What follows belongs to an exercise in optimizing a design on an open flow for small area, a short achievable clock period and few clock cycles; a production flow would make more cautious choices.
At most, simulation tests tie the RTL to the original design; equivalence was not proved.
Power figures rest on the tool's default switching activity, not on a simulated workload.

== job 102 ==
Design polyline_codec, start of the top module:
module polyline_codec (
    input  wire        clk,
    input  wire        rst,
    input  wire        enc_in_valid,
    output wire        enc_in_ready,
    input  wire [64:0] enc_in_data,
    output wire        enc_out_valid,
    input  wire        enc_out_ready,
    output wire [8:0]  enc_out_data,
    input  wire        dec_in_valid,
    output wire        dec_in_ready,
    input  wire [8:0]  dec_in_data,
    output wire        dec_out_valid,
    input  wire        dec_out_ready,
    output wire [65:0] dec_out_data
);
clock: 5.0 ns
lec_check: 0
cap_margin: 20
core_margin: 2
core_utilization: 40
place_density: 0.6
setup_slack_margin: 2.5
slew_margin: 20
run.sh (not shown) runs the stock make flow with config.mk's settings and CLKGATE_MAP_FILE= SYNTH_SCRIPT=/design/flow/synth_recipe.tcl, a recipe that flattens the netlist after the stock synthesis.
Job 102 ran to completion and came out clean on the timing, DRC and antenna checks.
Setup changes, job 102 to job 104
-- flow/design.v --
<<< job 102, line 9
    output wire [8:0]  out_data
);
    function [31:0] fast_add(input [31:0] a, input [31:0] b, input cin);
        reg [31:0] p, g, pp, gg;
        integer l, i, j;
        begin
            p  = a ^ b;
            g  = a & b;
            gg = g;
            pp = p;
            gg[0] = g[0] | (p[0] & cin);
            for (l = 0; l < 5; l = l + 1)
                for (i = 0; i < 32; i = i + 1)
                    if ((i >> l) & 1) begin
                        j = ((i >> (l + 1)) << (l + 1)) + (1 << l) - 1;
                        gg[i] = gg[i] | (pp[i] & gg[j]);
                        pp[i] = pp[i] & pp[j];
                    end
            fast_add = p ^ {gg[30:0], cin};
        end
    endfunction
    reg [31:0] prev_lat;
    reg [31:0] prev_lng;
>>> job 104, line 9
    output wire [8:0]  out_data
);
    reg [31:0] prev_lat;
    reg [31:0] prev_lng;
<<< job 102, line 44
    wire [31:0] in_lat = in_data[63:32];
    wire [31:0] in_lng = in_data[31:0];
    wire [31:0] d_lat = fast_add(in_lat, ~prev_lat, 1'b1);
    wire [31:0] d_lng = fast_add(in_lng, ~prev_lng, 1'b1);
    wire [4:0] ch_a   = va[4:0] ^ {5{va[31]}};
    wire       cont_a = |(va[31:5] ^ {27{va[31]}});
>>> job 104, line 25
    wire [31:0] in_lat = in_data[63:32];
    wire [31:0] in_lng = in_data[31:0];
    wire [31:0] d_lat = in_lat - prev_lat;
    wire [31:0] d_lng = in_lng - prev_lng;
    wire [4:0] ch_a   = va[4:0] ^ {5{va[31]}};
    wire       cont_a = |(va[31:5] ^ {27{va[31]}});
<<< job 102, line 155
    output wire [65:0] out_data
);
    function [31:0] fast_add(input [31:0] a, input [31:0] b, input cin);
        reg [31:0] p, g, pp, gg;
        integer l, i, j;
        begin
            p  = a ^ b;
            g  = a & b;
            gg = g;
            pp = p;
            gg[0] = g[0] | (p[0] & cin);
            for (l = 0; l < 5; l = l + 1)
                for (i = 0; i < 32; i = i + 1)
                    if ((i >> l) & 1) begin
                        j = ((i >> (l + 1)) << (l + 1)) + (1 << l) - 1;
                        gg[i] = gg[i] | (pp[i] & gg[j]);
                        pp[i] = pp[i] & pp[j];
                    end
            fast_add = p ^ {gg[30:0], cin};
        end
    endfunction
    localparam [1:0] K_POINT = 2'd0, K_END = 2'd1, K_ERR = 2'd2;
    localparam [1:0] ES_IDLE = 2'd0, ES_CLR = 2'd1, ES_LOAD = 2'd2, ES_WAIT = 2'd3;
>>> job 104, line 136
    output wire [65:0] out_data
);
    localparam [1:0] K_POINT = 2'd0, K_END = 2'd1, K_ERR = 2'd2;
    localparam [1:0] ES_IDLE = 2'd0, ES_CLR = 2'd1, ES_LOAD = 2'd2, ES_WAIT = 2'd3;
<<< job 102, line 205
    wire err_ld   = (es == ES_LOAD);
    wire err_done = (es == ES_WAIT) && out_ready;
    wire [31:0] sum = fast_add(A, dreg, 1'b0);
    wire new_ev  = (take_b && !cont) || (take_e && phase);
    wire pend_n  = new_ev || (pend && !ev_go);
>>> job 104, line 167
    wire err_ld   = (es == ES_LOAD);
    wire err_done = (es == ES_WAIT) && out_ready;
    wire [31:0] sum = A + dreg;
    wire new_ev  = (take_b && !cont) || (take_e && phase);
    wire pend_n  = new_ev || (pend && !ev_go);
<<< job 102, line 260
            if (do_end) kind <= K_END;
            if (take_b) begin
                cursor <= fast_add(cursor, 32'd0, 1'b1);
                if (k == 3'd0) begin
                    s    <= c[0];
>>> job 104, line 222
            if (do_end) kind <= K_END;
            if (take_b) begin
                cursor <= cursor + 32'd1;
                if (k == 3'd0) begin
                    s    <= c[0];
==> comparison <==
Changes observed in job 104 relative to job 102: count of buffer and inverter cells on the critical path dropped 1; combinational power share now larger.
Summary of the comparison: share of cells above drive strength 1 is lower in job 104, relative to job 102.
Cell area ended up about 2.3% higher on job 104 than on job 102.
Cmp job 102 and job 104 / final wirelength / lower: job 102
Job 104 vs. job 102: number of global-route vias before repair went up by about 2%.
For job 102, the library cell contributing the largest single delay on the critical path was sky130_fd_sc_hd__or4b_4, unlike job 104, where it was sky130_fd_sc_hd__edfxtp_1.
Cell count, job 102 and job 104: larger value in job 104
Sort job 102 and job 104 by post-synthesis sequential area ratio asc -> top: job 104
Going from job 102 to job 104, the portion of total power attributed to the clock network was found to have gone up by 0.7 points.
Delta(final worst-path cycle share, job 104 - job 102) < 0
As far as number of buffers inserted by port buffering goes, job 102 and job 104 are indistinguishable; the numbers are identical.
Compared with job 102, non-clock buffer count in job 104 increased by a few percent.
Testbench counts of job 104, summed over its fixed seeds: cycles 33,038.
The RTL of job 102 was laid out without a check of its function.

* * *

== run a ==
Another version of the RTL of polyline_codec (not shown whole).
Size in the first run: roughly 160 I/O pins.
==> module plenc, before the edit <==
module plenc (
    input  wire        clk,
    input  wire        rst,
    input  wire        in_valid,
    output wire        in_ready,
    input  wire [64:0] in_data,
    output wire        out_valid,
    input  wire        out_ready,
    output wire [8:0]  out_data
);
    function [31:0] fast_add(input [31:0] a, input [31:0] b, input cin);
        reg [31:0] p, g, pp, gg;
        integer l, i, j;
        begin
            p  = a ^ b;
            g  = a & b;
            gg = g;
            pp = p;
            gg[0] = g[0] | (p[0] & cin);
            for (l = 0; l < 5; l = l + 1)
                for (i = 0; i < 32; i = i + 1)
                    if ((i >> l) & 1) begin
                        j = ((i >> (l + 1)) << (l + 1)) + (1 << l) - 1;
                        gg[i] = gg[i] | (pp[i] & gg[j]);
                        pp[i] = pp[i] & pp[j];
                    end
            fast_add = p ^ {gg[30:0], cin};
        end
    endfunction
    reg [31:0] nprev_lat;   
    reg [31:0] nprev_lng;   
    reg [31:0] va;
    reg [31:0] vb;
    reg        st_lat;      
    reg        st_lng;      
    reg        tail_v;
    reg [4:0]  tail;        
    reg [1:0]  eos_n;       
    reg        ov;
    reg        oeos;
    reg [7:0]  obyte;
    reg        ir;
    wire        in_op  = in_data[64];
    wire [31:0] in_lat = in_data[63:32];
    wire [31:0] in_lng = in_data[31:0];
    wire [31:0] d_lat = fast_add(in_lat, nprev_lat, 1'b1);
    wire [31:0] d_lng = fast_add(in_lng, nprev_lng, 1'b1);
    wire [4:0] ch_a   = va[4:0] ^ {5{va[31]}};
    wire       cont_a = |(va[31:5] ^ {27{va[31]}});
    wire [4:0] ch_b   = vb[4:0] ^ {5{vb[31]}};
    wire       cont_b = |(vb[31:5] ^ {27{vb[31]}});
    wire       cont_b2 = |(vb[31:10] ^ {22{vb[31]}});    
    function [7:0] enc_byte(input cont, input [4:0] ch);
        enc_byte = 8'd63 + {2'b00, cont, ch};
    endfunction
    wire ofree = !ov || out_ready;
    wire take  = in_valid && ir;
    wire ld_tail = ofree && tail_v;
    wire ld_eos  = ofree && !tail_v && (eos_n != 2'd0);
    wire ld_a    = ofree && !tail_v && (eos_n == 2'd0) && st_lat;
    wire ld_b    = ofree && !tail_v && (eos_n == 2'd0) && !st_lat && st_lng;
    reg        st_lat_n, st_lng_n, tail_v_n, b_last_n;
    reg [1:0]  eos_n_n;
    always @(*) begin
        st_lat_n = st_lat;
        st_lng_n = st_lng;
        tail_v_n = tail_v && !ld_tail;
        b_last_n = !cont_b;
        eos_n_n  = eos_n - {1'b0, ld_eos};
        if (ld_a && !cont_a) begin
            st_lat_n = 1'b0;
            st_lng_n = 1'b1;
        end
        if (ld_b) begin
            if (!cont_b) st_lng_n = 1'b0;
            b_last_n = !cont_b2;
        end
        if (take) begin
            if (in_op) begin
                eos_n_n  = eos_n_n + 2'd1;
                st_lng_n = 1'b0;
                if (st_lng && !ld_b) tail_v_n = 1'b1;
            end else begin
                st_lat_n = 1'b1;
                st_lng_n = 1'b0;
                if (st_lng && !ld_b) tail_v_n = 1'b1;
            end
        end
    end
    assign in_ready  = ir;
    assign out_valid = ov;
    assign out_data  = {oeos, obyte};
    always @(posedge clk) begin
        if (rst) begin
            nprev_lat <= 32'hFFFFFFFF;
            nprev_lng <= 32'hFFFFFFFF;
            st_lat   <= 1'b0;
            st_lng   <= 1'b0;
            tail_v   <= 1'b0;
            eos_n    <= 2'd0;
            ov       <= 1'b0;
            ir       <= 1'b1;
        end else begin
            st_lat <= st_lat_n;
            st_lng <= st_lng_n;
            tail_v <= tail_v_n;
            eos_n  <= eos_n_n;
            ir     <= (eos_n_n != 2'd2) && !st_lat_n && (!st_lng_n || b_last_n);
            if (ofree) ov <= 1'b0;
            if (ld_tail) begin
                ov    <= 1'b1;
                oeos  <= 1'b0;
                obyte <= enc_byte(1'b0, tail);
            end
            if (ld_eos) begin
                ov    <= 1'b1;
                oeos  <= 1'b1;
                obyte <= 8'd0;
            end
            if (ld_a) begin
                ov    <= 1'b1;
                oeos  <= 1'b0;
                obyte <= enc_byte(cont_a, ch_a);
                va    <= {{5{va[31]}}, va[31:5]};
            end
            if (ld_b) begin
                ov    <= 1'b1;
                oeos  <= 1'b0;
                obyte <= enc_byte(cont_b, ch_b);
                vb    <= {{5{vb[31]}}, vb[31:5]};
            end
            if (take) begin
                if (st_lng && !ld_b) tail <= ch_b;
                if (in_op) begin
                    nprev_lat <= 32'hFFFFFFFF;
                    nprev_lng <= 32'hFFFFFFFF;
                end else begin
                    va       <= {d_lat[30:0], 1'b0};
                    vb       <= {d_lng[30:0], 1'b0};
                    nprev_lat <= ~in_lat;
                    nprev_lng <= ~in_lng;
                end
            end
        end
    end
endmodule
==> flow/config.mk <==
export PLATFORM = sky130hd
export DESIGN_NAME = polyline_codec
export DESIGN_NICKNAME = polyline_codec
export VERILOG_FILES = /design/flow/design.v
export SDC_FILE = /design/flow/constraint.sdc
export NUM_CORES = 4
export LEC_CHECK = 0
export CAP_MARGIN = 20
export CORE_MARGIN = 2
export CORE_UTILIZATION = 40
export CTS_BUF_LIST = sky130_fd_sc_hd__clkbuf_4
export CTS_CLUSTER_DIAMETER = 35
export CTS_CLUSTER_SIZE = 8
export PLACE_DENSITY = 0.6
export SETUP_SLACK_MARGIN = 2.0
export SLEW_MARGIN = 20
==> flow/constraint.sdc <==
create_clock -name core_clock -period 5.0 [get_ports {clk}]
set_input_delay 1.0000 -clock core_clock [delete_from_list [all_inputs] [get_ports {clk}]]
set_output_delay 1.0000 -clock core_clock [all_outputs]
set_load 0.01 [all_outputs]
standard.sh (not shown) runs the stock make flow with config.mk's settings and CLKGATE_MAP_FILE= SYNTH_SCRIPT=/design/flow/synth_recipe.tcl, a recipe that flattens the netlist after the stock synthesis.
==> flow/flow/run.sh <==
#!/bin/bash
# The standard layout, with every port buffered by a buf_1 (instead of the
# buffer buffer_ports picks by default) and a clock tree built without dummy
# loads. Each tool's full output is in orfs/logs/; make's output in make.log.
set -euo pipefail
export BUFFER_PORTS_ARGS="-buffer_cell sky130_fd_sc_hd__buf_1"
export CTS_ARGS="-sink_clustering_enable -repair_clock_nets -buf_list sky130_fd_sc_hd__clkbuf_4 -sink_clustering_size 8 -sink_clustering_max_diameter 35 -dont_use_dummy_load"
bash standard.sh > make.log 2>&1
What run b does differently from run a at the input level:
-- flow/design.v --
<<< run a, line 28
        end
    endfunction
    reg [31:0] nprev_lat;   
    reg [31:0] nprev_lng;   
    reg [31:0] va;
    reg [31:0] vb;
>>> run b, line 28
        end
    endfunction
    reg [31:0] prev_lat;
    reg [31:0] prev_lng;
    reg [31:0] va;
    reg [31:0] vb;
<<< run a, line 44
    wire [31:0] in_lat = in_data[63:32];
    wire [31:0] in_lng = in_data[31:0];
    wire [31:0] d_lat = fast_add(in_lat, nprev_lat, 1'b1);
    wire [31:0] d_lng = fast_add(in_lng, nprev_lng, 1'b1);
    wire [4:0] ch_a   = va[4:0] ^ {5{va[31]}};
    wire       cont_a = |(va[31:5] ^ {27{va[31]}});
>>> run b, line 44
    wire [31:0] in_lat = in_data[63:32];
    wire [31:0] in_lng = in_data[31:0];
    wire [31:0] d_lat = fast_add(in_lat, ~prev_lat, 1'b1);
    wire [31:0] d_lng = fast_add(in_lng, ~prev_lng, 1'b1);
    wire [4:0] ch_a   = va[4:0] ^ {5{va[31]}};
    wire       cont_a = |(va[31:5] ^ {27{va[31]}});
<<< run a, line 93
    always @(posedge clk) begin
        if (rst) begin
            nprev_lat <= 32'hFFFFFFFF;
            nprev_lng <= 32'hFFFFFFFF;
            st_lat   <= 1'b0;
            st_lng   <= 1'b0;
>>> run b, line 93
    always @(posedge clk) begin
        if (rst) begin
            prev_lat <= 32'd0;
            prev_lng <= 32'd0;
            st_lat   <= 1'b0;
            st_lng   <= 1'b0;
<<< run a, line 133
                if (st_lng && !ld_b) tail <= ch_b;
                if (in_op) begin
                    nprev_lat <= 32'hFFFFFFFF;
                    nprev_lng <= 32'hFFFFFFFF;
                end else begin
                    va       <= {d_lat[30:0], 1'b0};
                    vb       <= {d_lng[30:0], 1'b0};
                    nprev_lat <= ~in_lat;
                    nprev_lng <= ~in_lng;
                end
            end
>>> run b, line 133
                if (st_lng && !ld_b) tail <= ch_b;
                if (in_op) begin
                    prev_lat <= 32'd0;
                    prev_lng <= 32'd0;
                end else begin
                    va       <= {d_lat[30:0], 1'b0};
                    vb       <= {d_lng[30:0], 1'b0};
                    prev_lat <= in_lat;
                    prev_lng <= in_lng;
                end
            end
==> run notes <==
Cmp run a and run b / wire length of the first global-routing pass / higher: run b
The run showing the greater pre-CTS worst setup slack is run b.
The run showing the greater global-route usage is run b.
Summary of the comparison: total power is higher in run b, relative to run a.
Summary of the comparison: clock period minus worst slack is lower in run b, relative to run a.
Diff run a -> run b: switching power as a share of total power saw little to no change; area after synthesis moved up; CTS buffer count now sits higher; initial standard-cell utilization of the core barely changed.
Run b against run a: post-CTS resize count lower, area of the multi-input gates has decreased.
The global routing met1 resource utilization reported for run b is greater than that of run a by 1.0 points.
Testbench counts of run b, summed over its fixed seeds: cycles 31,934.
For run a, only the layout was checked, not whether the RTL still works.

* * *

== run A ==
The RTL this note starts from:
==> flow/design.v <==
module plenc (
    input  wire        clk,
    input  wire        rst,
    input  wire        in_valid,
    output wire        in_ready,
    input  wire [64:0] in_data,
    output wire        out_valid,
    input  wire        out_ready,
    output wire [8:0]  out_data
);
    function [31:0] fast_add(input [31:0] a, input [31:0] b, input cin);
        reg [31:0] p, g, pp, gg;
        integer l, i, j;
        begin
            p  = a ^ b;
            g  = a & b;
            gg = g;
            pp = p;
            gg[0] = g[0] | (p[0] & cin);
            for (l = 0; l < 5; l = l + 1)
                for (i = 0; i < 32; i = i + 1)
                    if ((i >> l) & 1) begin
                        j = ((i >> (l + 1)) << (l + 1)) + (1 << l) - 1;
                        gg[i] = gg[i] | (pp[i] & gg[j]);
                        pp[i] = pp[i] & pp[j];
                    end
            fast_add = p ^ {gg[30:0], cin};
        end
    endfunction
    function [7:0] enc_byte(input cont, input [4:0] ch);
        enc_byte = 8'd63 + {2'b00, cont, ch};
    endfunction
    reg [31:0] nr1;         
    reg [31:0] nr2;         
    reg        phase;       
    reg [3:0]  xsel;        
    reg [31:0] va;
    reg        va_v;
    reg [31:0] vb;
    reg        vb_v;
    reg [1:0]  eos_n;       
    reg        ov;
    reg        oeos;
    reg [7:0]  obyte;
    reg        ir;
    wire        in_op  = in_data[64];
    wire [31:0] in_lat = in_data[63:32];
    wire [31:0] in_lng = in_data[31:0];
    wire [31:0] xs = {{8{xsel[3]}}, {8{xsel[2]}}, {8{xsel[1]}}, {8{xsel[0]}}};
    wire [31:0] x  = (xs & in_lng) | (~xs & in_lat);
    wire [31:0] d  = fast_add(x, nr1, 1'b1);
    wire [31:0] cv = {d[30:0], 1'b0};
    wire [4:0] ch_a   = va[4:0] ^ {5{va[31]}};
    wire       cont_a = |(va[31:5] ^ {27{va[31]}});
    wire ofree   = !ov || out_ready;
    wire ld_a    = ofree && va_v;
    wire ld_eos  = ofree && !va_v && !vb_v && (eos_n != 2'd0);
    wire fin     = ld_a && !cont_a;             
    wire va_free = !va_v || fin;
    wire take    = in_valid && ir;
    wire eos_ok  = (eos_n == 2'd0) || (eos_n == 2'd1 && ld_eos);
    wire prelat  = !phase && in_valid && !in_op && eos_ok && (va_free || !vb_v);
    wire conv    = prelat || (take && !in_op);
    wire va_v_n  = (va_v && !fin) || vb_v || conv;
    wire vb_v_n  = va_free ? (vb_v && conv) : (vb_v || conv);
    wire phase_n = take ? 1'b0 : (phase || prelat);
    wire [1:0] eos_n_n = eos_n - {1'b0, ld_eos} + {1'b0, take && in_op};
    assign in_ready  = ir;
    assign out_valid = ov;
    assign out_data  = {oeos, obyte};
    always @(posedge clk) begin
        if (rst) begin
            nr1   <= 32'hFFFFFFFF;
            nr2   <= 32'hFFFFFFFF;
            phase <= 1'b0;
            xsel  <= 4'd0;
            va_v  <= 1'b0;
            vb_v  <= 1'b0;
            eos_n <= 2'd0;
            ov    <= 1'b0;
            ir    <= 1'b0;
        end else begin
            phase <= phase_n;
            xsel  <= {4{phase_n}};
            va_v  <= va_v_n;
            vb_v  <= vb_v_n;
            eos_n <= eos_n_n;
            ir    <= !take && in_valid
                     && (phase_n ? !vb_v_n : (in_op && eos_n_n != 2'd2));
            if (ofree) ov <= 1'b0;
            if (ld_eos) begin
                ov    <= 1'b1;
                oeos  <= 1'b1;
                obyte <= 8'd0;
            end
            if (ld_a) begin
                ov    <= 1'b1;
                oeos  <= 1'b0;
                obyte <= enc_byte(cont_a, ch_a);
            end
            if (ld_a && cont_a)      va <= {{5{va[31]}}, va[31:5]};
            if (va_free && vb_v)     va <= vb;
            if (va_free && !vb_v && conv) va <= cv;
            if (conv && (vb_v || !va_free)) vb <= cv;
            if (conv) begin
                nr1 <= nr2;
                nr2 <= ~x;
            end
            if (take && in_op) begin
                nr1 <= 32'hFFFFFFFF;
                nr2 <= 32'hFFFFFFFF;
            end
        end
    end
endmodule
module pldec (
    input  wire        clk,
    input  wire        rst,
    input  wire        in_valid,
    output wire        in_ready,
    input  wire [8:0]  in_data,
    output wire        out_valid,
    input  wire        out_ready,
    output wire [65:0] out_data
);
    function [31:0] fast_add(input [31:0] a, input [31:0] b, input cin);
        reg [31:0] p, g, pp, gg;
        integer l, i, j;
        begin
            p  = a ^ b;
            g  = a & b;
            gg = g;
            pp = p;
            gg[0] = g[0] | (p[0] & cin);
            for (l = 0; l < 5; l = l + 1)
                for (i = 0; i < 32; i = i + 1)
                    if ((i >> l) & 1) begin
                        j = ((i >> (l + 1)) << (l + 1)) + (1 << l) - 1;
                        gg[i] = gg[i] | (pp[i] & gg[j]);
                        pp[i] = pp[i] & pp[j];
                    end
            fast_add = p ^ {gg[30:0], cin};
        end
    endfunction
    localparam [1:0] K_POINT = 2'd0, K_END = 2'd1, K_ERR = 2'd2;
    localparam [1:0] ES_IDLE = 2'd0, ES_CLR = 2'd1, ES_LOAD = 2'd2, ES_WAIT = 2'd3;
    reg [31:0] dreg;
    reg        s;
    reg [2:0]  k;
    reg        phase;       
    reg [31:0] cursor;
    reg        inc_q;       
    reg        clr_q;       
    reg        pend;        
    reg        pend_lng;    
    reg        end2;        
    reg [1:0]  endc;        
    reg [1:0]  es;          
    reg [31:0] A;
    reg [31:0] B;
    reg        ov;
    reg [1:0]  kind;
    reg        sk_v;
    reg [6:0]  sk;
    wire [6:0]  src    = sk_v ? sk : {in_data[8], in_data[5:0]};
    wire        src_v  = sk_v || in_valid;
    wire        in_eos = src[6];
    wire [5:0]  t      = src[5:0] + 6'd1;    
    wire [4:0]  c      = t[4:0];
    wire        cont   = t[5];
    wire [4:0]  cs     = c ^ {5{s}};
    wire ofree  = !ov || out_ready;
    wire do_end = ofree && (endc != 2'd0);
    wire ev_go  = ofree && (endc == 2'd0) && pend;
    wire blocked = (pend && !ev_go) || end2 || (es != ES_IDLE) || (endc == 2'd3);
    wire take   = src_v && !blocked;
    wire take_b = take && !in_eos;
    wire take_e = take && in_eos;
    wire err_clr  = (es == ES_CLR) && ofree && (endc == 2'd0) && !pend;
    wire err_ld   = (es == ES_LOAD);
    wire err_done = (es == ES_WAIT) && out_ready;
    wire [31:0] sum = fast_add(A, dreg, 1'b0);
    wire new_ev  = (take_b && !cont) || (take_e && phase);
    wire pend_n  = new_ev || (pend && !ev_go);
    wire end2_n  = (take_e && phase) || (end2 && !ev_go);
    wire [1:0] endc_n = endc - {1'b0, do_end}
                        + {1'b0, (take_e && !phase && k == 3'd0) || (ev_go && end2)};
    wire ov_n    = (ov && !ofree) || do_end || (ev_go && pend_lng) || err_ld
                   || (es == ES_WAIT && !out_ready);
    reg [1:0] es_n;
    always @(*) begin
        es_n = es;
        if (take_e && !phase && k != 3'd0) es_n = ES_CLR;
        if (err_clr)  es_n = ES_LOAD;
        if (err_ld)   es_n = ES_WAIT;
        if (err_done) es_n = ES_IDLE;
    end
    assign in_ready  = !sk_v;
    assign out_valid = ov;
    assign out_data  = {kind, A, B};
    always @(posedge clk) begin
        if (rst) begin
            k      <= 3'd0;
            phase  <= 1'b0;
            cursor <= 32'd0;
            inc_q  <= 1'b0;
            clr_q  <= 1'b0;
            pend   <= 1'b0;
            end2   <= 1'b0;
            endc   <= 2'd0;
            es     <= ES_IDLE;
            A      <= 32'd0;
            B      <= 32'd0;
            ov     <= 1'b0;
            sk_v   <= 1'b0;
        end else begin
            pend <= pend_n;
            end2 <= end2_n;
            endc <= endc_n;
            es   <= es_n;
            ov   <= ov_n;
            sk_v <= src_v && !take;
            if (!sk_v) sk <= {in_data[8], in_data[5:0]};
            if (ev_go || err_ld) begin
                A <= B;
                B <= sum;
            end
            if (err_ld) begin
                A    <= 32'd1;
                kind <= K_ERR;
            end
            if (ev_go && pend_lng) kind <= K_POINT;
            if (do_end || err_clr || err_done) begin
                A <= 32'd0;
                B <= 32'd0;
            end
            if (do_end) kind <= K_END;
            cursor <= clr_q ? 32'd0 : fast_add(cursor, 32'd0, inc_q);
            inc_q  <= take_b;
            clr_q  <= (take_e && (phase || k == 3'd0)) || err_clr;
            if (err_clr) dreg <= cursor;
            if (take_b) begin
                if (k == 3'd0) begin
                    s    <= c[0];
                    dreg <= {{28{c[0]}}, c[4:1] ^ {4{c[0]}}};
                end
                if (k == 3'd1) dreg[8:4]   <= cs;
                if (k == 3'd2) dreg[13:9]  <= cs;
                if (k == 3'd3) dreg[18:14] <= cs;
                if (k == 3'd4) dreg[23:19] <= cs;
                if (k == 3'd5) dreg[28:24] <= cs;
                if (k == 3'd6) dreg[31:29] <= {cs[1], cs[1], cs[0]};
                if (cont) begin
                    if (k != 3'd7) k <= k + 3'd1;
                end else begin
                    k        <= 3'd0;
                    phase    <= !phase;
                    pend_lng <= phase;
                end
            end
            if (take_e) begin
                k      <= 3'd0;
                phase  <= 1'b0;
                if (phase) begin
                    pend_lng <= 1'b1;
                    if (k == 3'd0) dreg <= 32'd0;
                end
            end
        end
    end
endmodule
module polyline_codec (
    input  wire        clk,
    input  wire        rst,
    input  wire        enc_in_valid,
    output wire        enc_in_ready,
    input  wire [64:0] enc_in_data,
    output wire        enc_out_valid,
    input  wire        enc_out_ready,
    output wire [8:0]  enc_out_data,
    input  wire        dec_in_valid,
    output wire        dec_in_ready,
    input  wire [8:0]  dec_in_data,
    output wire        dec_out_valid,
    input  wire        dec_out_ready,
    output wire [65:0] dec_out_data
);
    plenc u_enc (
        .clk(clk), .rst(rst),
        .in_valid(enc_in_valid), .in_ready(enc_in_ready), .in_data(enc_in_data),
        .out_valid(enc_out_valid), .out_ready(enc_out_ready), .out_data(enc_out_data)
    );
    pldec u_dec (
        .clk(clk), .rst(rst),
        .in_valid(dec_in_valid), .in_ready(dec_in_ready), .in_data(dec_in_data),
        .out_valid(dec_out_valid), .out_ready(dec_out_ready), .out_data(dec_out_data)
    );
endmodule
export LEC_CHECK = 0
export CAP_MARGIN = 20
export CORE_MARGIN = 2
export CORE_UTILIZATION = 40
export CTS_BUF_LIST = sky130_fd_sc_hd__clkbuf_4
export CTS_CLUSTER_DIAMETER = 35
export CTS_CLUSTER_SIZE = 8
export PLACE_DENSITY = 0.6
export SETUP_SLACK_MARGIN = 2.0
export SLEW_MARGIN = 20
create_clock -name core_clock -period 5.0 [get_ports {clk}]
Scripts as last shown in full above: flow/flow/run.sh
Edits applied to the flow inputs when going from run A to run B:
diff --git a/flow/design.v b/flow/design.v
--- a/flow/design.v
+++ b/flow/design.v
@@ -31,11 +31,10 @@
         enc_byte = 8'd63 + {2'b00, cont, ch};
     endfunction
     reg [31:0] nr1;         
     reg [31:0] nr2;         
     reg        phase;       
-    reg [3:0]  xsel;        
     reg [31:0] va;
     reg        va_v;
     reg [31:0] vb;
     reg        vb_v;
     reg [1:0]  eos_n;       
@@ -44,12 +43,11 @@
     reg [7:0]  obyte;
     reg        ir;
     wire        in_op  = in_data[64];
     wire [31:0] in_lat = in_data[63:32];
     wire [31:0] in_lng = in_data[31:0];
-    wire [31:0] xs = {{8{xsel[3]}}, {8{xsel[2]}}, {8{xsel[1]}}, {8{xsel[0]}}};
-    wire [31:0] x  = (xs & in_lng) | (~xs & in_lat);
+    wire [31:0] x  = phase ? in_lng : in_lat;
     wire [31:0] d  = fast_add(x, nr1, 1'b1);
     wire [31:0] cv = {d[30:0], 1'b0};
     wire [4:0] ch_a   = va[4:0] ^ {5{va[31]}};
     wire       cont_a = |(va[31:5] ^ {27{va[31]}});
     wire ofree   = !ov || out_ready;
@@ -71,19 +69,17 @@
     always @(posedge clk) begin
         if (rst) begin
             nr1   <= 32'hFFFFFFFF;
             nr2   <= 32'hFFFFFFFF;
             phase <= 1'b0;
-            xsel  <= 4'd0;
             va_v  <= 1'b0;
             vb_v  <= 1'b0;
             eos_n <= 2'd0;
             ov    <= 1'b0;
             ir    <= 1'b0;
         end else begin
             phase <= phase_n;
-            xsel  <= {4{phase_n}};
             va_v  <= va_v_n;
             vb_v  <= vb_v_n;
             eos_n <= eos_n_n;
             ir    <= !take && in_valid
                      && (phase_n ? !vb_v_n : (in_op && eos_n_n != 2'd2));
@@ -96,13 +92,15 @@
             if (ld_a) begin
                 ov    <= 1'b1;
                 oeos  <= 1'b0;
                 obyte <= enc_byte(cont_a, ch_a);
             end
-            if (ld_a && cont_a)      va <= {{5{va[31]}}, va[31:5]};
-            if (va_free && vb_v)     va <= vb;
-            if (va_free && !vb_v && conv) va <= cv;
+            if (ld_a && cont_a) va <= {{5{va[31]}}, va[31:5]};
+            if (va_free) begin
+                if (vb_v)      va <= vb;
+                else if (conv) va <= cv;
+            end
             if (conv && (vb_v || !va_free)) vb <= cv;
             if (conv) begin
                 nr1 <= nr2;
                 nr2 <= ~x;
             end
==> run notes <==
- [compare] base=run A new=run B: worst hold margin went up; worst IR drop on VDD went up; clock power went down; critical path depth went up.
- On final layout net count, the higher figure sits with run B, not run A.
- Net count after synthesis: run B > run A
- Looking at total power across both flows, run B is the weaker of the two, with run A ahead.
- In run B, width of the chip is higher than in run A.
- When run B is set beside run A, its sequential share of layout area turns out to be 0.48 points smaller.
- | utilization | run B vs run A | ≈ equal |
- The number of standard cells in the final layout excluding fillers of run B exceeds that of run A by about 2%.
No functional check of the RTL was part of any run of this note.

==> separate check: timing with driven ports <==
How much do the figures lean on ideal ports? The routed layouts below were timed once more, with nothing changed but the port constraints. Step 1: set_driving_cell puts a clkbuf_16 on clk and a buf_2 on each other input, an assumption about the parent block. Step 2 also shifts input and output timing later by t, the mid clock arrival at the registers, as if the neighbouring blocks saw the same clock. Three values: no drivers, after step 1, after step 2; two values: the first two.
run | t (ns) | setup slack, ns | worst register clock-pin slew, ns | cell pins on the clock port's net
job 102 | 0.597 | 1.792 / 1.798 / 1.202 | 0.06 / 0.06 | 1
job 104 | 0.604 | 1.945 / 1.945 / 1.341 | 0.06 / 0.06 | 1
run a of note 2 | 0.784 | 1.979 / 2.006 / 1.222 | 0.09 / 0.09 | 1
run b of note 2 | 0.787 | 2.065 / 2.096 / 1.309 | 0.09 / 0.09 | 1
run A of note 3 | 0.757 | 1.541 / 1.541 / 1.137 | 0.09 / 0.09 | 1
run B of note 3 | 0.825 | 1.431 / 1.431 / 0.864 | 0.09 / 0.09 | 1
After both steps every run listed still meets setup and hold. The setup slack of run a of note 2, which loses most, moves by +0.027 ns with the drivers and by -0.757 ns with both steps.
